From an optimization exercise on the open Yosys and OpenROAD flow, aimed at small area, a short achievable clock period and few clock cycles per item; shortcuts taken in it are not production practice. Function was checked by simulation only, so behaviour that the tests miss may differ from the original.

<file path="run.sh">
#!/bin/bash
# synth_recipe.tcl (not shown) runs the flow's synth.tcl, then flattens the netlist and writes it again
# the make line also repeats each setting of config.mk as NAME=value (left out here)
make -C /OpenROAD-flow-scripts/flow DESIGN_CONFIG=/design/flow/config.mk WORK_HOME=/design/flow/orfs CLKGATE_MAP_FILE= SYNTH_SCRIPT=/design/flow/synth_recipe.tcl finish
</file>
<file path="config.mk">
export PLATFORM = sky130hd
export DESIGN_NAME = bcc_block
export DESIGN_NICKNAME = bcc_block
export VERILOG_FILES = /design/flow/design.v
export SDC_FILE = /design/flow/constraint.sdc
export NUM_CORES = 4
export LEC_CHECK = 0
export CAP_MARGIN = 20
export CORE_MARGIN = 2
export CORE_UTILIZATION = 40
export SETUP_SLACK_MARGIN = 5
export SLEW_MARGIN = 20
</file>
<file path="constraint.sdc">
create_clock -name core_clock -period 12.0 [get_ports {clk}]
set_input_delay 2.4000 -clock core_clock [delete_from_list [all_inputs] [get_ports {clk}]]
set_output_delay 2.4000 -clock core_clock [all_outputs]
set_load 0.01 [all_outputs]
</file>
<file path="design.v">
module bcc_block (
  input  wire         clk,
  input  wire         rst,
  input  wire         in_valid,
  output wire         in_ready,
  input  wire         in_decrypt,
  input  wire [4:0]   in_keylen,
  input  wire [127:0] in_key,
  input  wire [63:0]  in_block,
  output wire         out_valid,
  input  wire         out_ready,
  output wire [63:0]  out_block
);
  function [7:0] add8(input [7:0] a, input [7:0] c);
    integer k;
    reg cy;
    begin
      cy = 1'b0;
      for (k = 0; k < 8; k = k + 1) begin
        add8[k] = a[k] ^ c[k] ^ cy;
        cy = (a[k] & c[k]) | (cy & (a[k] | c[k]));
      end
    end
  endfunction
  reg        v0;
  reg        d0;
  reg [63:0] x0;
  reg [63:0] b0;
  reg        v1;
  reg        d1;
  reg [63:0] x1;
  reg [63:0] b1;
  reg        v2;
  reg        d2;
  reg [63:0] x2;
  reg [63:0] b2;
  reg        v3;
  reg        d3;
  reg [63:0] x3;
  reg [63:0] b3;
  wire stall = v3 & ~out_ready;
  assign in_ready  = ~stall;
  assign out_valid = v3;
  reg [63:0] kk;
  wire [63:0] kb;
  always @* begin
    kk[7:0] = in_key[7:0];
    case (in_keylen)
      5'd1: kk[15:8] = in_key[7:0];
      default: kk[15:8] = in_key[15:8];
    endcase
    case (in_keylen)
      5'd1, 5'd2: kk[23:16] = in_key[7:0];
      default: kk[23:16] = in_key[23:16];
    endcase
    case (in_keylen)
      5'd1, 5'd3: kk[31:24] = in_key[7:0];
      5'd2: kk[31:24] = in_key[15:8];
      default: kk[31:24] = in_key[31:24];
    endcase
    case (in_keylen)
      5'd1, 5'd2, 5'd4: kk[39:32] = in_key[7:0];
      5'd3: kk[39:32] = in_key[15:8];
      default: kk[39:32] = in_key[39:32];
    endcase
    case (in_keylen)
      5'd1, 5'd5: kk[47:40] = in_key[7:0];
      5'd2, 5'd4: kk[47:40] = in_key[15:8];
      5'd3: kk[47:40] = in_key[23:16];
      default: kk[47:40] = in_key[47:40];
    endcase
    case (in_keylen)
      5'd1, 5'd2, 5'd3, 5'd6: kk[55:48] = in_key[7:0];
      5'd5: kk[55:48] = in_key[15:8];
      5'd4: kk[55:48] = in_key[23:16];
      default: kk[55:48] = in_key[55:48];
    endcase
    case (in_keylen)
      5'd1, 5'd7: kk[63:56] = in_key[7:0];
      5'd2, 5'd3, 5'd6: kk[63:56] = in_key[15:8];
      5'd5: kk[63:56] = in_key[23:16];
      5'd4: kk[63:56] = in_key[31:24];
      default: kk[63:56] = in_key[63:56];
    endcase
  end
  assign kb[7:0] = add8(kk[7:0], 8'd0);
  assign kb[15:8] = add8(kk[15:8], 8'd1);
  assign kb[23:16] = add8(kk[23:16], 8'd4);
  assign kb[31:24] = add8(kk[31:24], 8'd9);
  assign kb[39:32] = add8(kk[39:32], 8'd16);
  assign kb[47:40] = add8(kk[47:40], 8'd25);
  assign kb[55:48] = add8(kk[55:48], 8'd36);
  assign kb[63:56] = add8(kk[63:56], 8'd49);
  wire [63:0] e1, q2;
  wire [63:0] s0_kb;
  assign s0_kb[7:0] = add8(kb[7:0], (in_decrypt ? 8'd4 : 8'd0));
  assign s0_kb[15:8] = add8(kb[15:8], (in_decrypt ? 8'd4 : 8'd0));
  assign s0_kb[23:16] = add8(kb[23:16], (in_decrypt ? 8'd4 : 8'd0));
  assign s0_kb[31:24] = add8(kb[31:24], (in_decrypt ? 8'd4 : 8'd0));
  assign s0_kb[39:32] = add8(kb[39:32], (in_decrypt ? 8'd4 : 8'd0));
  assign s0_kb[47:40] = add8(kb[47:40], (in_decrypt ? 8'd4 : 8'd0));
  assign s0_kb[55:48] = add8(kb[55:48], (in_decrypt ? 8'd4 : 8'd0));
  assign s0_kb[63:56] = add8(kb[63:56], (in_decrypt ? 8'd4 : 8'd0));
  assign e1[7:0] = add8((in_block[7:0] ^ s0_kb[7:0]), 8'd0);
  assign e1[15:8] = add8((in_block[15:8] ^ s0_kb[15:8]), 8'd1);
  assign e1[23:16] = add8((in_block[23:16] ^ s0_kb[23:16]), 8'd4);
  assign e1[31:24] = add8((in_block[31:24] ^ s0_kb[31:24]), 8'd9);
  assign e1[39:32] = add8((in_block[39:32] ^ s0_kb[39:32]), 8'd16);
  assign e1[47:40] = add8((in_block[47:40] ^ s0_kb[47:40]), 8'd25);
  assign e1[55:48] = add8((in_block[55:48] ^ s0_kb[55:48]), 8'd36);
  assign e1[63:56] = add8((in_block[63:56] ^ s0_kb[63:56]), 8'd49);
  wire [7:0] u3 = in_block[63:56];
  assign q2[7:0] = {u3[0:0], u3[7:1]};
  wire [7:0] u4 = (in_block[7:0] ^ in_block[63:56]);
  assign q2[15:8] = {u4[1:0], u4[7:2]};
  wire [7:0] u5 = (in_block[55:48] ^ in_block[7:0]);
  assign q2[23:16] = {u5[2:0], u5[7:3]};
  wire [7:0] u6 = (in_block[15:8] ^ in_block[55:48]);
  assign q2[31:24] = {u6[3:0], u6[7:4]};
  wire [7:0] u7 = (in_block[47:40] ^ in_block[15:8]);
  assign q2[39:32] = {u7[4:0], u7[7:5]};
  wire [7:0] u8 = (in_block[23:16] ^ in_block[47:40]);
  assign q2[47:40] = {u8[5:0], u8[7:6]};
  wire [7:0] u9 = (in_block[39:32] ^ in_block[23:16]);
  assign q2[55:48] = {u9[6:0], u9[7:7]};
  wire [7:0] u10 = (in_block[31:24] ^ in_block[39:32]);
  assign q2[63:56] = u10;
  wire [63:0] e11, q12;
  wire [7:0] y14 = e1[7:0];
  wire [7:0] r13 = {y14[6:0], y14[7:7]};
  wire [7:0] y16 = e1[15:8];
  wire [7:0] r15 = {y16[5:0], y16[7:6]};
  wire [7:0] y18 = e1[23:16];
  wire [7:0] r17 = {y18[4:0], y18[7:5]};
  wire [7:0] y20 = e1[31:24];
  wire [7:0] r19 = {y20[3:0], y20[7:4]};
  wire [7:0] y22 = e1[39:32];
  wire [7:0] r21 = {y22[2:0], y22[7:3]};
  wire [7:0] y24 = e1[47:40];
  wire [7:0] r23 = {y24[1:0], y24[7:2]};
  wire [7:0] y26 = e1[55:48];
  wire [7:0] r25 = {y26[0:0], y26[7:1]};
  wire [7:0] y28 = e1[63:56];
  wire [7:0] r27 = y28;
  wire [7:0] c29 = r13;
  wire [7:0] c30 = r13 ^ r15;
  wire [7:0] c31 = r13 ^ r15 ^ r17;
  wire [7:0] c32 = r13 ^ r15 ^ r17 ^ r19;
  wire [7:0] c33 = r13 ^ r15 ^ r17 ^ r19 ^ r21;
  wire [7:0] c34 = r13 ^ r15 ^ r17 ^ r19 ^ r21 ^ r23;
  wire [7:0] c35 = r13 ^ r15 ^ r17 ^ r19 ^ r21 ^ r23 ^ r25;
  wire [7:0] c36 = r13 ^ r15 ^ r17 ^ r19 ^ r21 ^ r23 ^ r25 ^ r27;
  assign e11 = {c29, c31, c33, c35, c36, c34, c32, c30};
  assign q12[7:0] = add8(q2[7:0], 8'd228) ^ s0_kb[7:0];
  assign q12[15:8] = add8(q2[15:8], 8'd227) ^ s0_kb[15:8];
  assign q12[23:16] = add8(q2[23:16], 8'd224) ^ s0_kb[23:16];
  assign q12[31:24] = add8(q2[31:24], 8'd219) ^ s0_kb[31:24];
  assign q12[39:32] = add8(q2[39:32], 8'd212) ^ s0_kb[39:32];
  assign q12[47:40] = add8(q2[47:40], 8'd203) ^ s0_kb[47:40];
  assign q12[55:48] = add8(q2[55:48], 8'd192) ^ s0_kb[55:48];
  assign q12[63:56] = add8(q2[63:56], 8'd179) ^ s0_kb[63:56];
  always @(posedge clk) begin
    if (rst) v0 <= 1'b0;
    else if (~stall) v0 <= in_valid;
    if (~stall) begin
      d0 <= in_decrypt;
      x0 <= (in_decrypt ? q12 : e11);
      b0 <= kb;
    end
  end
  wire [63:0] e37, q38;
  wire [63:0] s1_b0;
  assign s1_b0[7:0] = add8(b0[7:0], (d0 ? 8'd3 : 8'd1));
  assign s1_b0[15:8] = add8(b0[15:8], (d0 ? 8'd3 : 8'd1));
  assign s1_b0[23:16] = add8(b0[23:16], (d0 ? 8'd3 : 8'd1));
  assign s1_b0[31:24] = add8(b0[31:24], (d0 ? 8'd3 : 8'd1));
  assign s1_b0[39:32] = add8(b0[39:32], (d0 ? 8'd3 : 8'd1));
  assign s1_b0[47:40] = add8(b0[47:40], (d0 ? 8'd3 : 8'd1));
  assign s1_b0[55:48] = add8(b0[55:48], (d0 ? 8'd3 : 8'd1));
  assign s1_b0[63:56] = add8(b0[63:56], (d0 ? 8'd3 : 8'd1));
  assign e37[7:0] = add8((x0[7:0] ^ s1_b0[7:0]), 8'd7);
  assign e37[15:8] = add8((x0[15:8] ^ s1_b0[15:8]), 8'd8);
  assign e37[23:16] = add8((x0[23:16] ^ s1_b0[23:16]), 8'd11);
  assign e37[31:24] = add8((x0[31:24] ^ s1_b0[31:24]), 8'd16);
  assign e37[39:32] = add8((x0[39:32] ^ s1_b0[39:32]), 8'd23);
  assign e37[47:40] = add8((x0[47:40] ^ s1_b0[47:40]), 8'd32);
  assign e37[55:48] = add8((x0[55:48] ^ s1_b0[55:48]), 8'd43);
  assign e37[63:56] = add8((x0[63:56] ^ s1_b0[63:56]), 8'd56);
  wire [7:0] u39 = x0[63:56];
  assign q38[7:0] = {u39[0:0], u39[7:1]};
  wire [7:0] u40 = (x0[7:0] ^ x0[63:56]);
  assign q38[15:8] = {u40[1:0], u40[7:2]};
  wire [7:0] u41 = (x0[55:48] ^ x0[7:0]);
  assign q38[23:16] = {u41[2:0], u41[7:3]};
  wire [7:0] u42 = (x0[15:8] ^ x0[55:48]);
  assign q38[31:24] = {u42[3:0], u42[7:4]};
  wire [7:0] u43 = (x0[47:40] ^ x0[15:8]);
  assign q38[39:32] = {u43[4:0], u43[7:5]};
  wire [7:0] u44 = (x0[23:16] ^ x0[47:40]);
  assign q38[47:40] = {u44[5:0], u44[7:6]};
  wire [7:0] u45 = (x0[39:32] ^ x0[23:16]);
  assign q38[55:48] = {u45[6:0], u45[7:7]};
  wire [7:0] u46 = (x0[31:24] ^ x0[39:32]);
  assign q38[63:56] = u46;
  wire [63:0] e47, q48;
  wire [7:0] y50 = e37[7:0];
  wire [7:0] r49 = {y50[6:0], y50[7:7]};
  wire [7:0] y52 = e37[15:8];
  wire [7:0] r51 = {y52[5:0], y52[7:6]};
  wire [7:0] y54 = e37[23:16];
  wire [7:0] r53 = {y54[4:0], y54[7:5]};
  wire [7:0] y56 = e37[31:24];
  wire [7:0] r55 = {y56[3:0], y56[7:4]};
  wire [7:0] y58 = e37[39:32];
  wire [7:0] r57 = {y58[2:0], y58[7:3]};
  wire [7:0] y60 = e37[47:40];
  wire [7:0] r59 = {y60[1:0], y60[7:2]};
  wire [7:0] y62 = e37[55:48];
  wire [7:0] r61 = {y62[0:0], y62[7:1]};
  wire [7:0] y64 = e37[63:56];
  wire [7:0] r63 = y64;
  wire [7:0] c65 = r49;
  wire [7:0] c66 = r49 ^ r51;
  wire [7:0] c67 = r49 ^ r51 ^ r53;
  wire [7:0] c68 = r49 ^ r51 ^ r53 ^ r55;
  wire [7:0] c69 = r49 ^ r51 ^ r53 ^ r55 ^ r57;
  wire [7:0] c70 = r49 ^ r51 ^ r53 ^ r55 ^ r57 ^ r59;
  wire [7:0] c71 = r49 ^ r51 ^ r53 ^ r55 ^ r57 ^ r59 ^ r61;
  wire [7:0] c72 = r49 ^ r51 ^ r53 ^ r55 ^ r57 ^ r59 ^ r61 ^ r63;
  assign e47 = {c65, c67, c69, c71, c72, c70, c68, c66};
  assign q48[7:0] = add8(q38[7:0], 8'd235) ^ s1_b0[7:0];
  assign q48[15:8] = add8(q38[15:8], 8'd234) ^ s1_b0[15:8];
  assign q48[23:16] = add8(q38[23:16], 8'd231) ^ s1_b0[23:16];
  assign q48[31:24] = add8(q38[31:24], 8'd226) ^ s1_b0[31:24];
  assign q48[39:32] = add8(q38[39:32], 8'd219) ^ s1_b0[39:32];
  assign q48[47:40] = add8(q38[47:40], 8'd210) ^ s1_b0[47:40];
  assign q48[55:48] = add8(q38[55:48], 8'd199) ^ s1_b0[55:48];
  assign q48[63:56] = add8(q38[63:56], 8'd186) ^ s1_b0[63:56];
  wire [63:0] e73, q74;
  assign e73[7:0] = add8((e47[7:0] ^ add8(b0[7:0], 8'd2)), 8'd14);
  assign e73[15:8] = add8((e47[15:8] ^ add8(b0[15:8], 8'd2)), 8'd15);
  assign e73[23:16] = add8((e47[23:16] ^ add8(b0[23:16], 8'd2)), 8'd18);
  assign e73[31:24] = add8((e47[31:24] ^ add8(b0[31:24], 8'd2)), 8'd23);
  assign e73[39:32] = add8((e47[39:32] ^ add8(b0[39:32], 8'd2)), 8'd30);
  assign e73[47:40] = add8((e47[47:40] ^ add8(b0[47:40], 8'd2)), 8'd39);
  assign e73[55:48] = add8((e47[55:48] ^ add8(b0[55:48], 8'd2)), 8'd50);
  assign e73[63:56] = add8((e47[63:56] ^ add8(b0[63:56], 8'd2)), 8'd63);
  wire [7:0] u75 = q48[63:56];
  assign q74[7:0] = {u75[0:0], u75[7:1]};
  wire [7:0] u76 = (q48[7:0] ^ q48[63:56]);
  assign q74[15:8] = {u76[1:0], u76[7:2]};
  wire [7:0] u77 = (q48[55:48] ^ q48[7:0]);
  assign q74[23:16] = {u77[2:0], u77[7:3]};
  wire [7:0] u78 = (q48[15:8] ^ q48[55:48]);
  assign q74[31:24] = {u78[3:0], u78[7:4]};
  wire [7:0] u79 = (q48[47:40] ^ q48[15:8]);
  assign q74[39:32] = {u79[4:0], u79[7:5]};
  wire [7:0] u80 = (q48[23:16] ^ q48[47:40]);
  assign q74[47:40] = {u80[5:0], u80[7:6]};
  wire [7:0] u81 = (q48[39:32] ^ q48[23:16]);
  assign q74[55:48] = {u81[6:0], u81[7:7]};
  wire [7:0] u82 = (q48[31:24] ^ q48[39:32]);
  assign q74[63:56] = u82;
  always @(posedge clk) begin
    if (rst) v1 <= 1'b0;
    else if (~stall) v1 <= v0;
    if (~stall) begin
      d1 <= d0;
      x1 <= (d0 ? q74 : e73);
      b1 <= b0;
    end
  end
  wire [63:0] e83, q84;
  wire [7:0] y86 = x1[7:0];
  wire [7:0] r85 = {y86[6:0], y86[7:7]};
  wire [7:0] y88 = x1[15:8];
  wire [7:0] r87 = {y88[5:0], y88[7:6]};
  wire [7:0] y90 = x1[23:16];
  wire [7:0] r89 = {y90[4:0], y90[7:5]};
  wire [7:0] y92 = x1[31:24];
  wire [7:0] r91 = {y92[3:0], y92[7:4]};
  wire [7:0] y94 = x1[39:32];
  wire [7:0] r93 = {y94[2:0], y94[7:3]};
  wire [7:0] y96 = x1[47:40];
  wire [7:0] r95 = {y96[1:0], y96[7:2]};
  wire [7:0] y98 = x1[55:48];
  wire [7:0] r97 = {y98[0:0], y98[7:1]};
  wire [7:0] y100 = x1[63:56];
  wire [7:0] r99 = y100;
  wire [7:0] c101 = r85;
  wire [7:0] c102 = r85 ^ r87;
  wire [7:0] c103 = r85 ^ r87 ^ r89;
  wire [7:0] c104 = r85 ^ r87 ^ r89 ^ r91;
  wire [7:0] c105 = r85 ^ r87 ^ r89 ^ r91 ^ r93;
  wire [7:0] c106 = r85 ^ r87 ^ r89 ^ r91 ^ r93 ^ r95;
  wire [7:0] c107 = r85 ^ r87 ^ r89 ^ r91 ^ r93 ^ r95 ^ r97;
  wire [7:0] c108 = r85 ^ r87 ^ r89 ^ r91 ^ r93 ^ r95 ^ r97 ^ r99;
  assign e83 = {c101, c103, c105, c107, c108, c106, c104, c102};
  assign q84[7:0] = add8(x1[7:0], 8'd242) ^ add8(b1[7:0], 8'd2);
  assign q84[15:8] = add8(x1[15:8], 8'd241) ^ add8(b1[15:8], 8'd2);
  assign q84[23:16] = add8(x1[23:16], 8'd238) ^ add8(b1[23:16], 8'd2);
  assign q84[31:24] = add8(x1[31:24], 8'd233) ^ add8(b1[31:24], 8'd2);
  assign q84[39:32] = add8(x1[39:32], 8'd226) ^ add8(b1[39:32], 8'd2);
  assign q84[47:40] = add8(x1[47:40], 8'd217) ^ add8(b1[47:40], 8'd2);
  assign q84[55:48] = add8(x1[55:48], 8'd206) ^ add8(b1[55:48], 8'd2);
  assign q84[63:56] = add8(x1[63:56], 8'd193) ^ add8(b1[63:56], 8'd2);
  wire [63:0] e109, q110;
  wire [63:0] s3_b1;
  assign s3_b1[7:0] = add8(b1[7:0], (d1 ? 8'd1 : 8'd3));
  assign s3_b1[15:8] = add8(b1[15:8], (d1 ? 8'd1 : 8'd3));
  assign s3_b1[23:16] = add8(b1[23:16], (d1 ? 8'd1 : 8'd3));
  assign s3_b1[31:24] = add8(b1[31:24], (d1 ? 8'd1 : 8'd3));
  assign s3_b1[39:32] = add8(b1[39:32], (d1 ? 8'd1 : 8'd3));
  assign s3_b1[47:40] = add8(b1[47:40], (d1 ? 8'd1 : 8'd3));
  assign s3_b1[55:48] = add8(b1[55:48], (d1 ? 8'd1 : 8'd3));
  assign s3_b1[63:56] = add8(b1[63:56], (d1 ? 8'd1 : 8'd3));
  assign e109[7:0] = add8((e83[7:0] ^ s3_b1[7:0]), 8'd21);
  assign e109[15:8] = add8((e83[15:8] ^ s3_b1[15:8]), 8'd22);
  assign e109[23:16] = add8((e83[23:16] ^ s3_b1[23:16]), 8'd25);
  assign e109[31:24] = add8((e83[31:24] ^ s3_b1[31:24]), 8'd30);
  assign e109[39:32] = add8((e83[39:32] ^ s3_b1[39:32]), 8'd37);
  assign e109[47:40] = add8((e83[47:40] ^ s3_b1[47:40]), 8'd46);
  assign e109[55:48] = add8((e83[55:48] ^ s3_b1[55:48]), 8'd57);
  assign e109[63:56] = add8((e83[63:56] ^ s3_b1[63:56]), 8'd70);
  wire [7:0] u111 = q84[63:56];
  assign q110[7:0] = {u111[0:0], u111[7:1]};
  wire [7:0] u112 = (q84[7:0] ^ q84[63:56]);
  assign q110[15:8] = {u112[1:0], u112[7:2]};
  wire [7:0] u113 = (q84[55:48] ^ q84[7:0]);
  assign q110[23:16] = {u113[2:0], u113[7:3]};
  wire [7:0] u114 = (q84[15:8] ^ q84[55:48]);
  assign q110[31:24] = {u114[3:0], u114[7:4]};
  wire [7:0] u115 = (q84[47:40] ^ q84[15:8]);
  assign q110[39:32] = {u115[4:0], u115[7:5]};
  wire [7:0] u116 = (q84[23:16] ^ q84[47:40]);
  assign q110[47:40] = {u116[5:0], u116[7:6]};
  wire [7:0] u117 = (q84[39:32] ^ q84[23:16]);
  assign q110[55:48] = {u117[6:0], u117[7:7]};
  wire [7:0] u118 = (q84[31:24] ^ q84[39:32]);
  assign q110[63:56] = u118;
  wire [63:0] e119, q120;
  wire [7:0] y122 = e109[7:0];
  wire [7:0] r121 = {y122[6:0], y122[7:7]};
  wire [7:0] y124 = e109[15:8];
  wire [7:0] r123 = {y124[5:0], y124[7:6]};
  wire [7:0] y126 = e109[23:16];
  wire [7:0] r125 = {y126[4:0], y126[7:5]};
  wire [7:0] y128 = e109[31:24];
  wire [7:0] r127 = {y128[3:0], y128[7:4]};
  wire [7:0] y130 = e109[39:32];
  wire [7:0] r129 = {y130[2:0], y130[7:3]};
  wire [7:0] y132 = e109[47:40];
  wire [7:0] r131 = {y132[1:0], y132[7:2]};
  wire [7:0] y134 = e109[55:48];
  wire [7:0] r133 = {y134[0:0], y134[7:1]};
  wire [7:0] y136 = e109[63:56];
  wire [7:0] r135 = y136;
  wire [7:0] c137 = r121;
  wire [7:0] c138 = r121 ^ r123;
  wire [7:0] c139 = r121 ^ r123 ^ r125;
  wire [7:0] c140 = r121 ^ r123 ^ r125 ^ r127;
  wire [7:0] c141 = r121 ^ r123 ^ r125 ^ r127 ^ r129;
  wire [7:0] c142 = r121 ^ r123 ^ r125 ^ r127 ^ r129 ^ r131;
  wire [7:0] c143 = r121 ^ r123 ^ r125 ^ r127 ^ r129 ^ r131 ^ r133;
  wire [7:0] c144 = r121 ^ r123 ^ r125 ^ r127 ^ r129 ^ r131 ^ r133 ^ r135;
  assign e119 = {c137, c139, c141, c143, c144, c142, c140, c138};
  assign q120[7:0] = add8(q110[7:0], 8'd249) ^ s3_b1[7:0];
  assign q120[15:8] = add8(q110[15:8], 8'd248) ^ s3_b1[15:8];
  assign q120[23:16] = add8(q110[23:16], 8'd245) ^ s3_b1[23:16];
  assign q120[31:24] = add8(q110[31:24], 8'd240) ^ s3_b1[31:24];
  assign q120[39:32] = add8(q110[39:32], 8'd233) ^ s3_b1[39:32];
  assign q120[47:40] = add8(q110[47:40], 8'd224) ^ s3_b1[47:40];
  assign q120[55:48] = add8(q110[55:48], 8'd213) ^ s3_b1[55:48];
  assign q120[63:56] = add8(q110[63:56], 8'd200) ^ s3_b1[63:56];
  always @(posedge clk) begin
    if (rst) v2 <= 1'b0;
    else if (~stall) v2 <= v1;
    if (~stall) begin
      d2 <= d1;
      x2 <= (d1 ? q120 : e119);
      b2 <= b1;
    end
  end
  wire [63:0] e145, q146;
  wire [63:0] s4_b2;
  assign s4_b2[7:0] = add8(b2[7:0], (d2 ? 8'd0 : 8'd4));
  assign s4_b2[15:8] = add8(b2[15:8], (d2 ? 8'd0 : 8'd4));
  assign s4_b2[23:16] = add8(b2[23:16], (d2 ? 8'd0 : 8'd4));
  assign s4_b2[31:24] = add8(b2[31:24], (d2 ? 8'd0 : 8'd4));
  assign s4_b2[39:32] = add8(b2[39:32], (d2 ? 8'd0 : 8'd4));
  assign s4_b2[47:40] = add8(b2[47:40], (d2 ? 8'd0 : 8'd4));
  assign s4_b2[55:48] = add8(b2[55:48], (d2 ? 8'd0 : 8'd4));
  assign s4_b2[63:56] = add8(b2[63:56], (d2 ? 8'd0 : 8'd4));
  assign e145[7:0] = add8((x2[7:0] ^ s4_b2[7:0]), 8'd28);
  assign e145[15:8] = add8((x2[15:8] ^ s4_b2[15:8]), 8'd29);
  assign e145[23:16] = add8((x2[23:16] ^ s4_b2[23:16]), 8'd32);
  assign e145[31:24] = add8((x2[31:24] ^ s4_b2[31:24]), 8'd37);
  assign e145[39:32] = add8((x2[39:32] ^ s4_b2[39:32]), 8'd44);
  assign e145[47:40] = add8((x2[47:40] ^ s4_b2[47:40]), 8'd53);
  assign e145[55:48] = add8((x2[55:48] ^ s4_b2[55:48]), 8'd64);
  assign e145[63:56] = add8((x2[63:56] ^ s4_b2[63:56]), 8'd77);
  wire [7:0] u147 = x2[63:56];
  assign q146[7:0] = {u147[0:0], u147[7:1]};
  wire [7:0] u148 = (x2[7:0] ^ x2[63:56]);
  assign q146[15:8] = {u148[1:0], u148[7:2]};
  wire [7:0] u149 = (x2[55:48] ^ x2[7:0]);
  assign q146[23:16] = {u149[2:0], u149[7:3]};
  wire [7:0] u150 = (x2[15:8] ^ x2[55:48]);
  assign q146[31:24] = {u150[3:0], u150[7:4]};
  wire [7:0] u151 = (x2[47:40] ^ x2[15:8]);
  assign q146[39:32] = {u151[4:0], u151[7:5]};
  wire [7:0] u152 = (x2[23:16] ^ x2[47:40]);
  assign q146[47:40] = {u152[5:0], u152[7:6]};
  wire [7:0] u153 = (x2[39:32] ^ x2[23:16]);
  assign q146[55:48] = {u153[6:0], u153[7:7]};
  wire [7:0] u154 = (x2[31:24] ^ x2[39:32]);
  assign q146[63:56] = u154;
  wire [63:0] e155, q156;
  wire [7:0] y158 = e145[7:0];
  wire [7:0] r157 = {y158[6:0], y158[7:7]};
  wire [7:0] y160 = e145[15:8];
  wire [7:0] r159 = {y160[5:0], y160[7:6]};
  wire [7:0] y162 = e145[23:16];
  wire [7:0] r161 = {y162[4:0], y162[7:5]};
  wire [7:0] y164 = e145[31:24];
  wire [7:0] r163 = {y164[3:0], y164[7:4]};
  wire [7:0] y166 = e145[39:32];
  wire [7:0] r165 = {y166[2:0], y166[7:3]};
  wire [7:0] y168 = e145[47:40];
  wire [7:0] r167 = {y168[1:0], y168[7:2]};
  wire [7:0] y170 = e145[55:48];
  wire [7:0] r169 = {y170[0:0], y170[7:1]};
  wire [7:0] y172 = e145[63:56];
  wire [7:0] r171 = y172;
  wire [7:0] c173 = r157;
  wire [7:0] c174 = r157 ^ r159;
  wire [7:0] c175 = r157 ^ r159 ^ r161;
  wire [7:0] c176 = r157 ^ r159 ^ r161 ^ r163;
  wire [7:0] c177 = r157 ^ r159 ^ r161 ^ r163 ^ r165;
  wire [7:0] c178 = r157 ^ r159 ^ r161 ^ r163 ^ r165 ^ r167;
  wire [7:0] c179 = r157 ^ r159 ^ r161 ^ r163 ^ r165 ^ r167 ^ r169;
  wire [7:0] c180 = r157 ^ r159 ^ r161 ^ r163 ^ r165 ^ r167 ^ r169 ^ r171;
  assign e155 = {c173, c175, c177, c179, c180, c178, c176, c174};
  assign q156[7:0] = add8(q146[7:0], 8'd0) ^ s4_b2[7:0];
  assign q156[15:8] = add8(q146[15:8], 8'd255) ^ s4_b2[15:8];
  assign q156[23:16] = add8(q146[23:16], 8'd252) ^ s4_b2[23:16];
  assign q156[31:24] = add8(q146[31:24], 8'd247) ^ s4_b2[31:24];
  assign q156[39:32] = add8(q146[39:32], 8'd240) ^ s4_b2[39:32];
  assign q156[47:40] = add8(q146[47:40], 8'd231) ^ s4_b2[47:40];
  assign q156[55:48] = add8(q146[55:48], 8'd220) ^ s4_b2[55:48];
  assign q156[63:56] = add8(q146[63:56], 8'd207) ^ s4_b2[63:56];
  always @(posedge clk) begin
    if (rst) v3 <= 1'b0;
    else if (~stall) v3 <= v2;
    if (~stall) begin
      d3 <= d2;
      x3 <= (d2 ? q156 : e155);
      b3 <= b2;
    end
  end
  assign out_block = d3 ? x3 : x3;
endmodule
</file>
==> metrics.cfg, run 1 <==
[yosys]
synth_nets=4401
synth_top_area_frac=0.3361
synth.largest_area_cell=edfxtp_1
synth-async-reset-ratio=0
synthCells=3533
synthesis.area_um2=40300
synth_common_cells=886 x xnor2_1, 650 x ha_1, 451 x edfxtp_1, 412 x xor2_1, 241 x inv_1
yosys_warnings=1
yosysMostFrequentCell=xnor2_1
synth_edf_count=451
synth_area_per_cell_um2=11.41
yosysSeqAreaShare=0.3380
synth-main-ff-cell=edfxtp_1
ys_top_cells_by_area=edfxtp_1 34%, ha_1 20%, xnor2_1 19%
synth_cell_types=71
synth_seq_cells=455

[clock_network]
cts_tree=yes
root_buffer=clkbuf_16
clkLatencyLatePin_ps=630
numCtsBuffers=49
clk_pin_slew_ps=70
cts_hold_buf=0
clockBufferDepth=3
cts.sinks=455
htreeDepth=2

[routing]
final_antenna_net_count=0
vias_per_cell=5.115
dr.pass1.iters=9
wire_per_inst_um=28.07
drc=0
vias=26052
wl_um=142900
drtIter0Drc=2007

[worst_hold_path]
hold_path_class=flop to flop
hp-start=v2$_SDFFE_PP0N_
hold_depth=2
hold_end=v3$_SDFFE_PP0N_

[floorplanning]
initial_utilization=0.4030
rows=116
core_area_um2=100000
die-area_um2=103300
chipWidth_um=321.4
fp.dieH_um=321.4
pin_count=268

[worst_setup_path]
cpPeakStageDelay_ps=400
reg2reg_from=d0$_DFFE_PN_
end_kind=flop
cp_slowest_cell=ha_1
path_buf_inv=5
path_delay_family=XOR/XNOR gates
cp_common_cell=ha_1
required_ps=12360
start_kind=input pin
worst-path-stages=23
worst_r2r_endpoint=x1[31]$_DFFE_PN_
r2r_slack_ps=5160
rr_worst_depth=29
path_class=input pin to flop
worst_ep_arrival_time_ps=7220
cp_cell_sequence=dlygate4sd2_1 -> nor3_4 -> buf_4 -> buf_4 -> and2_1 -> a22oi_1 -> o21ai_2 -> ha_1 -> ha_1 -> ha_1 -> xor2_1 -> ha_1 -> inv_1 -> ha_1 -> inv_1 -> ha_1 -> xor2_1 -> xnor3_2 -> xnor2_2 -> xnor2_2 -> xnor3_1 -> xnor2_1 -> o21ai_0
critPathMaxFanout=14

[sta]
fin_skew_ps=32.24
timing.slew.headroom=0.1320
setup_viol=0
max_clock_freq_mhz=145.8
layout_setup_ws_ps=5140
period_share=0.5717
rsz0062_at_grt=yes
final_max_slew_viol_count=0
finalCriticalPeriod_ps=6860
tns_ps=0
final_hold_viol_count=0
worst_pin_slew_ps=1288

[place]
place_hpwl_um=124300
dp_slack_ps=2879
placed_area_um2=43850
gp_congestion=0.9750
port_buffers=203

[cells_and_area]
multi_input_area_um2=25710
ff_latch_area_um2=13620
fin_nets=4621
stdcell_area_um2=46170
post-route-util=0.4617
syn_to_final_growth_pct=14.57
fill_cells=9339
drive_gt1_frac=0.06563

[grt]
antenna_found_initial=1
track_usage=0.2774
grt_pass1_vias=27085
grt_pass1_wl_um=199400
grt-ovfl-total=0
grt_max_degree=82

[job]
maxCapViolations=0

[outcome]
status=complete, no violations

[worst max path at each step]
| stage | startpoint | end | slack [ps] |
|---|---|---|---|
| 2_1_floorplan | out_ready | in_ready | 2010 |
| 3_3_place_gp | in_keylen[2] | x0[31]$_DFFE_PN_ | 2980 |
| 3_5_place_dp | in_keylen[2] | x0[31]$_DFFE_PN_ | 2880 |
| 4_1_cts | d0$_DFFE_PN_ | x1[31]$_DFFE_PN_ | 5000 |
| 5_1_grt | d0$_DFFE_PN_ | x1[31]$_DFFE_PN_ | 4950 |
| 6_report | in_keylen[3] | x0[24]$_DFFE_PN_ | 5140 |
[cell type report]
class / count / share of cell area
clock inverters: 37 / 0.01051
inverters: 244 / 0.01992
repair buffers: 257 / 0.05495
clock buffers: 55 / 0.02750
diodes: 1 / 0.00005420
flip-flops and latches: 455 / 0.2950
multi-input cells: 2746 / 0.5568
well taps: 1298 / 0.03517
[worst min-delay path, cell delays in order (launching register included)]
cell     delay [ps]
dfxtp_1         330
nor2_1           50
nor2_1           60
[cell families after synthesis]
group / synth area share
AO/OA/AOI/OAI: 0.04688
XOR/XNOR: 0.3226
adder cells (fa/ha/maj): 0.2098
buffers and inverters: 0.03148
flip-flops: 0.3380
multiplexers: 0.01661
AND/OR/NAND/NOR: 0.03465
[routing by layer]
layer	part of all wire	GRT usage	wire, µm
met1	0.38	0.3097	54490
met2	0.49	0.4834	69500
met3	0.034	0.02544	4794
met4	0.099	0.2232	14160
met5	0	0	0
[layout by cell type (no fill, tap or decap), types with 16 or more instances in the layout]
cell type and n:
xnor2_1 875, ha_1 642, edfxtp_1 451, xor2_1 407, inv_1 240, clkdlybuf4s50_1 197, nor2_1 144, nand2_1 127
a21oi_1 123, o21ai_0 105, clkbuf_16 52, buf_4 47, xnor3_1 36, mux2_2 32, a22oi_1 26, mux2i_1 25
fa_1 16
[state kept, by name, indices dropped and copies added (netlist names), 64 cells and up]
signal	cells
x2	64
b2	64
x0	64
b0	64
x1	64
x3	64
b1	64
[metrics by stage]
stage / std cells / hold WS [ps]
after CTS: 5078 / 475.0
after floorplan: 3533 / 440.1
after detailed placement: 4979 / 471.7
after global placement: 4979 / 459.0
after global routing: 5092 / 516.8
final: 5093 / 466.6
[repair_timing]
item | in CTS | in global routing
pin swaps | 4 | 14
gates cloned | 2 | 2
setup buffers | 5 | 12
gates resized for setup | 41 | 34
setup endpoints to repair | 49 | 18
Testbench counts, summed over its fixed seeds: cycles 1,632, items 1,600.
==> inputs of run 2 (changes only) <==
--- a/design.v
+++ b/design.v
@@ -34,13 +34,9 @@
   reg        d2;
   reg [63:0] x2;
   reg [63:0] b2;
-  reg        v3;
-  reg        d3;
-  reg [63:0] x3;
-  reg [63:0] b3;
-  wire stall = v3 & ~out_ready;
+  wire stall = v2 & ~out_ready;
   assign in_ready  = ~stall;
-  assign out_valid = v3;
+  assign out_valid = v2;
   reg [63:0] kk;
   wire [63:0] kb;
   always @* begin
@@ -261,31 +257,22 @@
   assign q74[55:48] = {u81[6:0], u81[7:7]};
   wire [7:0] u82 = (q48[31:24] ^ q48[39:32]);
   assign q74[63:56] = u82;
-  always @(posedge clk) begin
-    if (rst) v1 <= 1'b0;
-    else if (~stall) v1 <= v0;
-    if (~stall) begin
-      d1 <= d0;
-      x1 <= (d0 ? q74 : e73);
-      b1 <= b0;
-    end
-  end
   wire [63:0] e83, q84;
-  wire [7:0] y86 = x1[7:0];
+  wire [7:0] y86 = e73[7:0];
   wire [7:0] r85 = {y86[6:0], y86[7:7]};
-  wire [7:0] y88 = x1[15:8];
+  wire [7:0] y88 = e73[15:8];
   wire [7:0] r87 = {y88[5:0], y88[7:6]};
-  wire [7:0] y90 = x1[23:16];
+  wire [7:0] y90 = e73[23:16];
   wire [7:0] r89 = {y90[4:0], y90[7:5]};
-  wire [7:0] y92 = x1[31:24];
+  wire [7:0] y92 = e73[31:24];
   wire [7:0] r91 = {y92[3:0], y92[7:4]};
-  wire [7:0] y94 = x1[39:32];
+  wire [7:0] y94 = e73[39:32];
   wire [7:0] r93 = {y94[2:0], y94[7:3]};
-  wire [7:0] y96 = x1[47:40];
+  wire [7:0] y96 = e73[47:40];
   wire [7:0] r95 = {y96[1:0], y96[7:2]};
-  wire [7:0] y98 = x1[55:48];
+  wire [7:0] y98 = e73[55:48];
   wire [7:0] r97 = {y98[0:0], y98[7:1]};
-  wire [7:0] y100 = x1[63:56];
+  wire [7:0] y100 = e73[63:56];
   wire [7:0] r99 = y100;
   wire [7:0] c101 = r85;
   wire [7:0] c102 = r85 ^ r87;
@@ -296,14 +283,23 @@
   wire [7:0] c107 = r85 ^ r87 ^ r89 ^ r91 ^ r93 ^ r95 ^ r97;
   wire [7:0] c108 = r85 ^ r87 ^ r89 ^ r91 ^ r93 ^ r95 ^ r97 ^ r99;
   assign e83 = {c101, c103, c105, c107, c108, c106, c104, c102};
-  assign q84[7:0] = add8(x1[7:0], 8'd242) ^ add8(b1[7:0], 8'd2);
-  assign q84[15:8] = add8(x1[15:8], 8'd241) ^ add8(b1[15:8], 8'd2);
-  assign q84[23:16] = add8(x1[23:16], 8'd238) ^ add8(b1[23:16], 8'd2);
-  assign q84[31:24] = add8(x1[31:24], 8'd233) ^ add8(b1[31:24], 8'd2);
-  assign q84[39:32] = add8(x1[39:32], 8'd226) ^ add8(b1[39:32], 8'd2);
-  assign q84[47:40] = add8(x1[47:40], 8'd217) ^ add8(b1[47:40], 8'd2);
-  assign q84[55:48] = add8(x1[55:48], 8'd206) ^ add8(b1[55:48], 8'd2);
-  assign q84[63:56] = add8(x1[63:56], 8'd193) ^ add8(b1[63:56], 8'd2);
+  assign q84[7:0] = add8(q74[7:0], 8'd242) ^ add8(b0[7:0], 8'd2);
+  assign q84[15:8] = add8(q74[15:8], 8'd241) ^ add8(b0[15:8], 8'd2);
+  assign q84[23:16] = add8(q74[23:16], 8'd238) ^ add8(b0[23:16], 8'd2);
+  assign q84[31:24] = add8(q74[31:24], 8'd233) ^ add8(b0[31:24], 8'd2);
+  assign q84[39:32] = add8(q74[39:32], 8'd226) ^ add8(b0[39:32], 8'd2);
+  assign q84[47:40] = add8(q74[47:40], 8'd217) ^ add8(b0[47:40], 8'd2);
+  assign q84[55:48] = add8(q74[55:48], 8'd206) ^ add8(b0[55:48], 8'd2);
+  assign q84[63:56] = add8(q74[63:56], 8'd193) ^ add8(b0[63:56], 8'd2);
+  always @(posedge clk) begin
+    if (rst) v1 <= 1'b0;
+    else if (~stall) v1 <= v0;
+    if (~stall) begin
+      d1 <= d0;
+      x1 <= (d0 ? q84 : e83);
+      b1 <= b0;
+    end
+  end
   wire [63:0] e109, q110;
   wire [63:0] s3_b1;
   assign s3_b1[7:0] = add8(b1[7:0], (d1 ? 8'd1 : 8'd3));
@@ -314,29 +310,29 @@
   assign s3_b1[47:40] = add8(b1[47:40], (d1 ? 8'd1 : 8'd3));
   assign s3_b1[55:48] = add8(b1[55:48], (d1 ? 8'd1 : 8'd3));
   assign s3_b1[63:56] = add8(b1[63:56], (d1 ? 8'd1 : 8'd3));
-  assign e109[7:0] = add8((e83[7:0] ^ s3_b1[7:0]), 8'd21);
-  assign e109[15:8] = add8((e83[15:8] ^ s3_b1[15:8]), 8'd22);
-  assign e109[23:16] = add8((e83[23:16] ^ s3_b1[23:16]), 8'd25);
-  assign e109[31:24] = add8((e83[31:24] ^ s3_b1[31:24]), 8'd30);
-  assign e109[39:32] = add8((e83[39:32] ^ s3_b1[39:32]), 8'd37);
-  assign e109[47:40] = add8((e83[47:40] ^ s3_b1[47:40]), 8'd46);
-  assign e109[55:48] = add8((e83[55:48] ^ s3_b1[55:48]), 8'd57);
-  assign e109[63:56] = add8((e83[63:56] ^ s3_b1[63:56]), 8'd70);
-  wire [7:0] u111 = q84[63:56];
+  assign e109[7:0] = add8((x1[7:0] ^ s3_b1[7:0]), 8'd21);
+  assign e109[15:8] = add8((x1[15:8] ^ s3_b1[15:8]), 8'd22);
+  assign e109[23:16] = add8((x1[23:16] ^ s3_b1[23:16]), 8'd25);
+  assign e109[31:24] = add8((x1[31:24] ^ s3_b1[31:24]), 8'd30);
+  assign e109[39:32] = add8((x1[39:32] ^ s3_b1[39:32]), 8'd37);
+  assign e109[47:40] = add8((x1[47:40] ^ s3_b1[47:40]), 8'd46);
+  assign e109[55:48] = add8((x1[55:48] ^ s3_b1[55:48]), 8'd57);
+  assign e109[63:56] = add8((x1[63:56] ^ s3_b1[63:56]), 8'd70);
+  wire [7:0] u111 = x1[63:56];
   assign q110[7:0] = {u111[0:0], u111[7:1]};
-  wire [7:0] u112 = (q84[7:0] ^ q84[63:56]);
+  wire [7:0] u112 = (x1[7:0] ^ x1[63:56]);
   assign q110[15:8] = {u112[1:0], u112[7:2]};
-  wire [7:0] u113 = (q84[55:48] ^ q84[7:0]);
+  wire [7:0] u113 = (x1[55:48] ^ x1[7:0]);
   assign q110[23:16] = {u113[2:0], u113[7:3]};
-  wire [7:0] u114 = (q84[15:8] ^ q84[55:48]);
+  wire [7:0] u114 = (x1[15:8] ^ x1[55:48]);
   assign q110[31:24] = {u114[3:0], u114[7:4]};
-  wire [7:0] u115 = (q84[47:40] ^ q84[15:8]);
+  wire [7:0] u115 = (x1[47:40] ^ x1[15:8]);
   assign q110[39:32] = {u115[4:0], u115[7:5]};
-  wire [7:0] u116 = (q84[23:16] ^ q84[47:40]);
+  wire [7:0] u116 = (x1[23:16] ^ x1[47:40]);
   assign q110[47:40] = {u116[5:0], u116[7:6]};
-  wire [7:0] u117 = (q84[39:32] ^ q84[23:16]);
+  wire [7:0] u117 = (x1[39:32] ^ x1[23:16]);
   assign q110[55:48] = {u117[6:0], u117[7:7]};
-  wire [7:0] u118 = (q84[31:24] ^ q84[39:32]);
+  wire [7:0] u118 = (x1[31:24] ^ x1[39:32]);
   assign q110[63:56] = u118;
   wire [63:0] e119, q120;
   wire [7:0] y122 = e109[7:0];
@@ -372,48 +368,39 @@
   assign q120[47:40] = add8(q110[47:40], 8'd224) ^ s3_b1[47:40];
   assign q120[55:48] = add8(q110[55:48], 8'd213) ^ s3_b1[55:48];
   assign q120[63:56] = add8(q110[63:56], 8'd200) ^ s3_b1[63:56];
-  always @(posedge clk) begin
-    if (rst) v2 <= 1'b0;
-    else if (~stall) v2 <= v1;
-    if (~stall) begin
-      d2 <= d1;
-      x2 <= (d1 ? q120 : e119);
-      b2 <= b1;
-    end
-  end
   wire [63:0] e145, q146;
-  wire [63:0] s4_b2;
-  assign s4_b2[7:0] = add8(b2[7:0], (d2 ? 8'd0 : 8'd4));
-  assign s4_b2[15:8] = add8(b2[15:8], (d2 ? 8'd0 : 8'd4));
-  assign s4_b2[23:16] = add8(b2[23:16], (d2 ? 8'd0 : 8'd4));
-  assign s4_b2[31:24] = add8(b2[31:24], (d2 ? 8'd0 : 8'd4));
-  assign s4_b2[39:32] = add8(b2[39:32], (d2 ? 8'd0 : 8'd4));
-  assign s4_b2[47:40] = add8(b2[47:40], (d2 ? 8'd0 : 8'd4));
-  assign s4_b2[55:48] = add8(b2[55:48], (d2 ? 8'd0 : 8'd4));
-  assign s4_b2[63:56] = add8(b2[63:56], (d2 ? 8'd0 : 8'd4));
-  assign e145[7:0] = add8((x2[7:0] ^ s4_b2[7:0]), 8'd28);
-  assign e145[15:8] = add8((x2[15:8] ^ s4_b2[15:8]), 8'd29);
-  assign e145[23:16] = add8((x2[23:16] ^ s4_b2[23:16]), 8'd32);
-  assign e145[31:24] = add8((x2[31:24] ^ s4_b2[31:24]), 8'd37);
-  assign e145[39:32] = add8((x2[39:32] ^ s4_b2[39:32]), 8'd44);
-  assign e145[47:40] = add8((x2[47:40] ^ s4_b2[47:40]), 8'd53);
-  assign e145[55:48] = add8((x2[55:48] ^ s4_b2[55:48]), 8'd64);
-  assign e145[63:56] = add8((x2[63:56] ^ s4_b2[63:56]), 8'd77);
-  wire [7:0] u147 = x2[63:56];
+  wire [63:0] s4_b1;
+  assign s4_b1[7:0] = add8(b1[7:0], (d1 ? 8'd0 : 8'd4));
+  assign s4_b1[15:8] = add8(b1[15:8], (d1 ? 8'd0 : 8'd4));
+  assign s4_b1[23:16] = add8(b1[23:16], (d1 ? 8'd0 : 8'd4));
+  assign s4_b1[31:24] = add8(b1[31:24], (d1 ? 8'd0 : 8'd4));
+  assign s4_b1[39:32] = add8(b1[39:32], (d1 ? 8'd0 : 8'd4));
+  assign s4_b1[47:40] = add8(b1[47:40], (d1 ? 8'd0 : 8'd4));
+  assign s4_b1[55:48] = add8(b1[55:48], (d1 ? 8'd0 : 8'd4));
+  assign s4_b1[63:56] = add8(b1[63:56], (d1 ? 8'd0 : 8'd4));
+  assign e145[7:0] = add8((e119[7:0] ^ s4_b1[7:0]), 8'd28);
+  assign e145[15:8] = add8((e119[15:8] ^ s4_b1[15:8]), 8'd29);
+  assign e145[23:16] = add8((e119[23:16] ^ s4_b1[23:16]), 8'd32);
+  assign e145[31:24] = add8((e119[31:24] ^ s4_b1[31:24]), 8'd37);
+  assign e145[39:32] = add8((e119[39:32] ^ s4_b1[39:32]), 8'd44);
+  assign e145[47:40] = add8((e119[47:40] ^ s4_b1[47:40]), 8'd53);
+  assign e145[55:48] = add8((e119[55:48] ^ s4_b1[55:48]), 8'd64);
+  assign e145[63:56] = add8((e119[63:56] ^ s4_b1[63:56]), 8'd77);
+  wire [7:0] u147 = q120[63:56];
   assign q146[7:0] = {u147[0:0], u147[7:1]};
-  wire [7:0] u148 = (x2[7:0] ^ x2[63:56]);
+  wire [7:0] u148 = (q120[7:0] ^ q120[63:56]);
   assign q146[15:8] = {u148[1:0], u148[7:2]};
-  wire [7:0] u149 = (x2[55:48] ^ x2[7:0]);
+  wire [7:0] u149 = (q120[55:48] ^ q120[7:0]);
   assign q146[23:16] = {u149[2:0], u149[7:3]};
-  wire [7:0] u150 = (x2[15:8] ^ x2[55:48]);
+  wire [7:0] u150 = (q120[15:8] ^ q120[55:48]);
   assign q146[31:24] = {u150[3:0], u150[7:4]};
-  wire [7:0] u151 = (x2[47:40] ^ x2[15:8]);
+  wire [7:0] u151 = (q120[47:40] ^ q120[15:8]);
   assign q146[39:32] = {u151[4:0], u151[7:5]};
-  wire [7:0] u152 = (x2[23:16] ^ x2[47:40]);
+  wire [7:0] u152 = (q120[23:16] ^ q120[47:40]);
   assign q146[47:40] = {u152[5:0], u152[7:6]};
-  wire [7:0] u153 = (x2[39:32] ^ x2[23:16]);
+  wire [7:0] u153 = (q120[39:32] ^ q120[23:16]);
   assign q146[55:48] = {u153[6:0], u153[7:7]};
-  wire [7:0] u154 = (x2[31:24] ^ x2[39:32]);
+  wire [7:0] u154 = (q120[31:24] ^ q120[39:32]);
   assign q146[63:56] = u154;
   wire [63:0] e155, q156;
   wire [7:0] y158 = e145[7:0];
@@ -441,22 +428,22 @@
   wire [7:0] c179 = r157 ^ r159 ^ r161 ^ r163 ^ r165 ^ r167 ^ r169;
   wire [7:0] c180 = r157 ^ r159 ^ r161 ^ r163 ^ r165 ^ r167 ^ r169 ^ r171;
   assign e155 = {c173, c175, c177, c179, c180, c178, c176, c174};
-  assign q156[7:0] = add8(q146[7:0], 8'd0) ^ s4_b2[7:0];
-  assign q156[15:8] = add8(q146[15:8], 8'd255) ^ s4_b2[15:8];
-  assign q156[23:16] = add8(q146[23:16], 8'd252) ^ s4_b2[23:16];
-  assign q156[31:24] = add8(q146[31:24], 8'd247) ^ s4_b2[31:24];
-  assign q156[39:32] = add8(q146[39:32], 8'd240) ^ s4_b2[39:32];
-  assign q156[47:40] = add8(q146[47:40], 8'd231) ^ s4_b2[47:40];
-  assign q156[55:48] = add8(q146[55:48], 8'd220) ^ s4_b2[55:48];
-  assign q156[63:56] = add8(q146[63:56], 8'd207) ^ s4_b2[63:56];
+  assign q156[7:0] = add8(q146[7:0], 8'd0) ^ s4_b1[7:0];
+  assign q156[15:8] = add8(q146[15:8], 8'd255) ^ s4_b1[15:8];
+  assign q156[23:16] = add8(q146[23:16], 8'd252) ^ s4_b1[23:16];
+  assign q156[31:24] = add8(q146[31:24], 8'd247) ^ s4_b1[31:24];
+  assign q156[39:32] = add8(q146[39:32], 8'd240) ^ s4_b1[39:32];
+  assign q156[47:40] = add8(q146[47:40], 8'd231) ^ s4_b1[47:40];
+  assign q156[55:48] = add8(q146[55:48], 8'd220) ^ s4_b1[55:48];
+  assign q156[63:56] = add8(q146[63:56], 8'd207) ^ s4_b1[63:56];
   always @(posedge clk) begin
-    if (rst) v3 <= 1'b0;
-    else if (~stall) v3 <= v2;
+    if (rst) v2 <= 1'b0;
+    else if (~stall) v2 <= v1;
     if (~stall) begin
-      d3 <= d2;
-      x3 <= (d2 ? q156 : e155);
-      b3 <= b2;
+      d2 <= d1;
+      x2 <= (d1 ? q156 : e155);
+      b2 <= b1;
     end
   end
-  assign out_block = d3 ? x3 : x3;
+  assign out_block = d2 ? x2 : x2;
 endmodule
--- a/config.mk
+++ b/config.mk
@@ -5,6 +5,7 @@
 export SDC_FILE = /design/flow/constraint.sdc
 export NUM_CORES = 4
 export LEC_CHECK = 0
+export ABC_CLOCK_PERIOD_IN_PS = 5000
 export CAP_MARGIN = 20
 export CORE_MARGIN = 2
 export CORE_UTILIZATION = 40
==> run 2 against run 1 <==
  * Synthesized cell count decreased by 7.3%
  * Clock skew up 1.9 ps
  * Sequential share of layout area fell by 6.8 points
  * Final cell count shrank 6.4%
  * Global-route usage rose by 1.5 points
  * Register-to-register slack got worse by 140 ps
  * Cell area shrank 7.1%
  * First-iteration DRC count fell by 4.9%
  * Core utilization grew 2.4 points
  * Critical path type is now flop to flop
  * Critical endpoint is now x1[27]$_DFFE_PN_
==> metrics.cfg, run 2 <==
[yosys]
synthCells=3276
yosysMostFrequentCell=xnor2_1
synth.largest_area_cell=edfxtp_1
synth_top_area_frac=0.2711
synth_edf_count=322
synthesis.area_um2=35660
synth-async-reset-ratio=0
yosysSeqAreaShare=0.2728
synth_seq_cells=325
ys_top_cells_by_area=edfxtp_1 27%, ha_1 21%, xnor2_1 21%
synth_area_per_cell_um2=10.89
yosys_warnings=1
synth_cell_types=68
synth_common_cells=838 x xnor2_1, 610 x ha_1, 426 x xor2_1, 322 x edfxtp_1, 224 x inv_1
synth-main-ff-cell=edfxtp_1
synth_nets=4104

[sta]
final_hold_viol_count=0
rsz0062_at_grt=yes
finalCriticalPeriod_ps=6985
tns_ps=0
max_clock_freq_mhz=143.2
fin_skew_ps=34.15
final_max_slew_viol_count=0
timing.slew.headroom=0.2885
setup_viol=0
worst_pin_slew_ps=1067
period_share=0.5821

[worst_setup_path]
cpPeakStageDelay_ps=490
end_kind=flop
required_ps=12310
worst_ep_arrival_time_ps=7300
critPathMaxFanout=5
path_class=flop to flop
cp_slowest_cell=edfxtp_1
start_kind=flop

[floorplanning]
initial_utilization=0.4036
fp.dieH_um=302.6
rows=109
die-area_um2=91560
chipWidth_um=302.6
core_area_um2=88370
pin_count=268

[clock_network]
htreeDepth=2
clockBufferDepth=3
numCtsBuffers=38
cts_tree=yes
clkLatencyLatePin_ps=580
root_buffer=clkbuf_16
clk_pin_slew_ps=60
cts.sinks=325

[cells_and_area]
drive_gt1_frac=0.1278
stdcell_area_um2=42900
final_common_cell=xnor2_1
mostFrequentLayoutCells=754 x xnor2_1, 570 x ha_1, 393 x xor2_1, 322 x edfxtp_1, 210 x inv_1
fill_cells=8261
syn_to_final_growth_pct=20.28
fin_nets=4398

[job]
maxCapViolations=0

[grt]
track_usage=0.2926
grt_max_degree=110
antenna_found_initial=0
met3_usage=0.02413
busiest_layer=met2
grt_pass1_wl_um=184800
met1_usage=0.3472
grt-ovfl-total=0
grtUsageMet2=0.4998
grt_pass1_vias=24987

[routing]
drc=0
wire_per_inst_um=28.08
drtIter0Drc=1908
wl_um=133800
vias=24903
dr.pass1.iters=6
final_antenna_net_count=0
vias_per_cell=5.226

[place]
placed_area_um2=39140
port_buffers=203
place_hpwl_um=115500
gp_congestion=0.9956

[worst_hold_path]
hold_path_class=flop to flop

[outcome]
status=complete, no violations

[run 2: cell types whose count changed after synthesis, sizes merged, moves of 19 or more]
cell    previous run  this run
xnor3             45        67
xnor2            893       842
a21oi            123        85
inv              243       224
edfxtp           451       322
ha               650       610
nor2             144       102
[run 2: worst max-delay path, delay by kind of cell (launching register included)]
kind	cells	cell delay [ps]
AOI/OAI and AO/OA	1	290
and+or+nand+nor	1	150
DFF	1	490
buffers and inverters	4	340
xor gates and xnor gates	11	2650
adders and majority gates	13	2800
[run 2: layout make-up]
class                           instances  area (µm²)  area share
Tap cell                             1165        1458     0.03398
Sequential cell                       325        9729      0.2268
Antenna cell                            1       2.502  0.00005834
Timing Repair Buffer                  336        3186     0.07426
Clock buffer                           40       979.7     0.02284
Clock inverter                         29       344.1    0.008021
Multi-Input combinational cell       2644       26350      0.6142
Inverter                              225       852.1     0.01986
[run 2: stage by stage]
stage	utilization	hold WS (ps)	worst slack (ps)	std cells
after global placement	0.4428	456.8	3195	4588
after floorplan	-	440.1	3477	3276
after CTS	0.4732	476.4	4889	4711
after detailed placement	0.4428	461.0	3139	4588
final	0.4854	469.5	5015	4765
after global routing	0.4854	529.9	4893	4764
[run 2: logic make-up (layout without fill, tap and decap cells)]
group	after synthesis	count (layout)	share of synthesized area
AO/OA/AOI/OAI	309	309	0.05206
XOR/XNOR	1356	1356	0.3683
adder cells (fa/ha/maj)	626	626	0.2230
buffers and inverters	308	630	0.03256
flip-flops	325	325	0.2728
multiplexers	46	46	0.01375
other	0	1	0
AND/OR/NAND/NOR	306	307	0.03750
[run 2: path summary, 6_finish.rpt]
path	from	end	slack (ps)	cells past startpoint
setup / recovery	d0$_DFFE_PN_	x1[27]$_DFFE_PN_	5020	30
hold / removal	v1$_SDFFE_PP0N_	v2$_SDFFE_PP0N_	470	2
setup reg to reg	d0$_DFFE_PN_	x1[27]$_DFFE_PN_	5020	30
hold reg to reg	v1$_SDFFE_PP0N_	v2$_SDFFE_PP0N_	470	2
[run 2: repair_timing]
item | CTS | global route
pin swaps | 43 | 74
endpoints found under the setup margin | 108 | 50
cloned | 3 | 1
gates resized for setup | 157 | 128
hold buffers | 0 | 0
setup buffers | 51 | 52
[run 2: metal layers]
metal / part of all wire / routed length, µm / vias up
li1: - / - / 11775
met1: 0.39 / 52580 / 11765
met2: 0.47 / 63400 / 1036
met3: 0.043 / 5801 / 327
met4: 0.090 / 12020 / 0
met5: 0 / 0 / -
Testbench counts of run 2, summed over its fixed seeds: cycles 1,624, items 1,600.

## re-timing with driven ports
The flow's constraints put no driver on any port. The routed layouts listed below were extracted and timed again, unchanged, in two steps. Step 1 assumes that a clkbuf_16 drives the clock port and a buf_2 every other input. Step 2, shift: input delay + t, output delay - t, t = (earliest + latest rising clock arrival at the registers) / 2. This alone moves slack from input paths to output paths. Slacks: ideal / step 1 / step 2; pairs: ideal / step 1.
run | shift t [ns] | setup slack, ns | hold WS [ns] | worst slew at a driven data input, ns | pins driven straight from the clock port
run 1 | 0.684 | 5.140 / 5.127 / 4.505 | 0.467 / 0.467 / 0.467 | 0.06 | 1
run 2 | 0.626 | 5.015 / 5.015 / 4.503 | 0.469 / 0.469 / 0.469 | 0.09 | 1
After both steps every run listed still meets setup and hold. The setup slack of run 1, which loses most, moves by -0.013 ns with the drivers and by -0.635 ns with both steps.
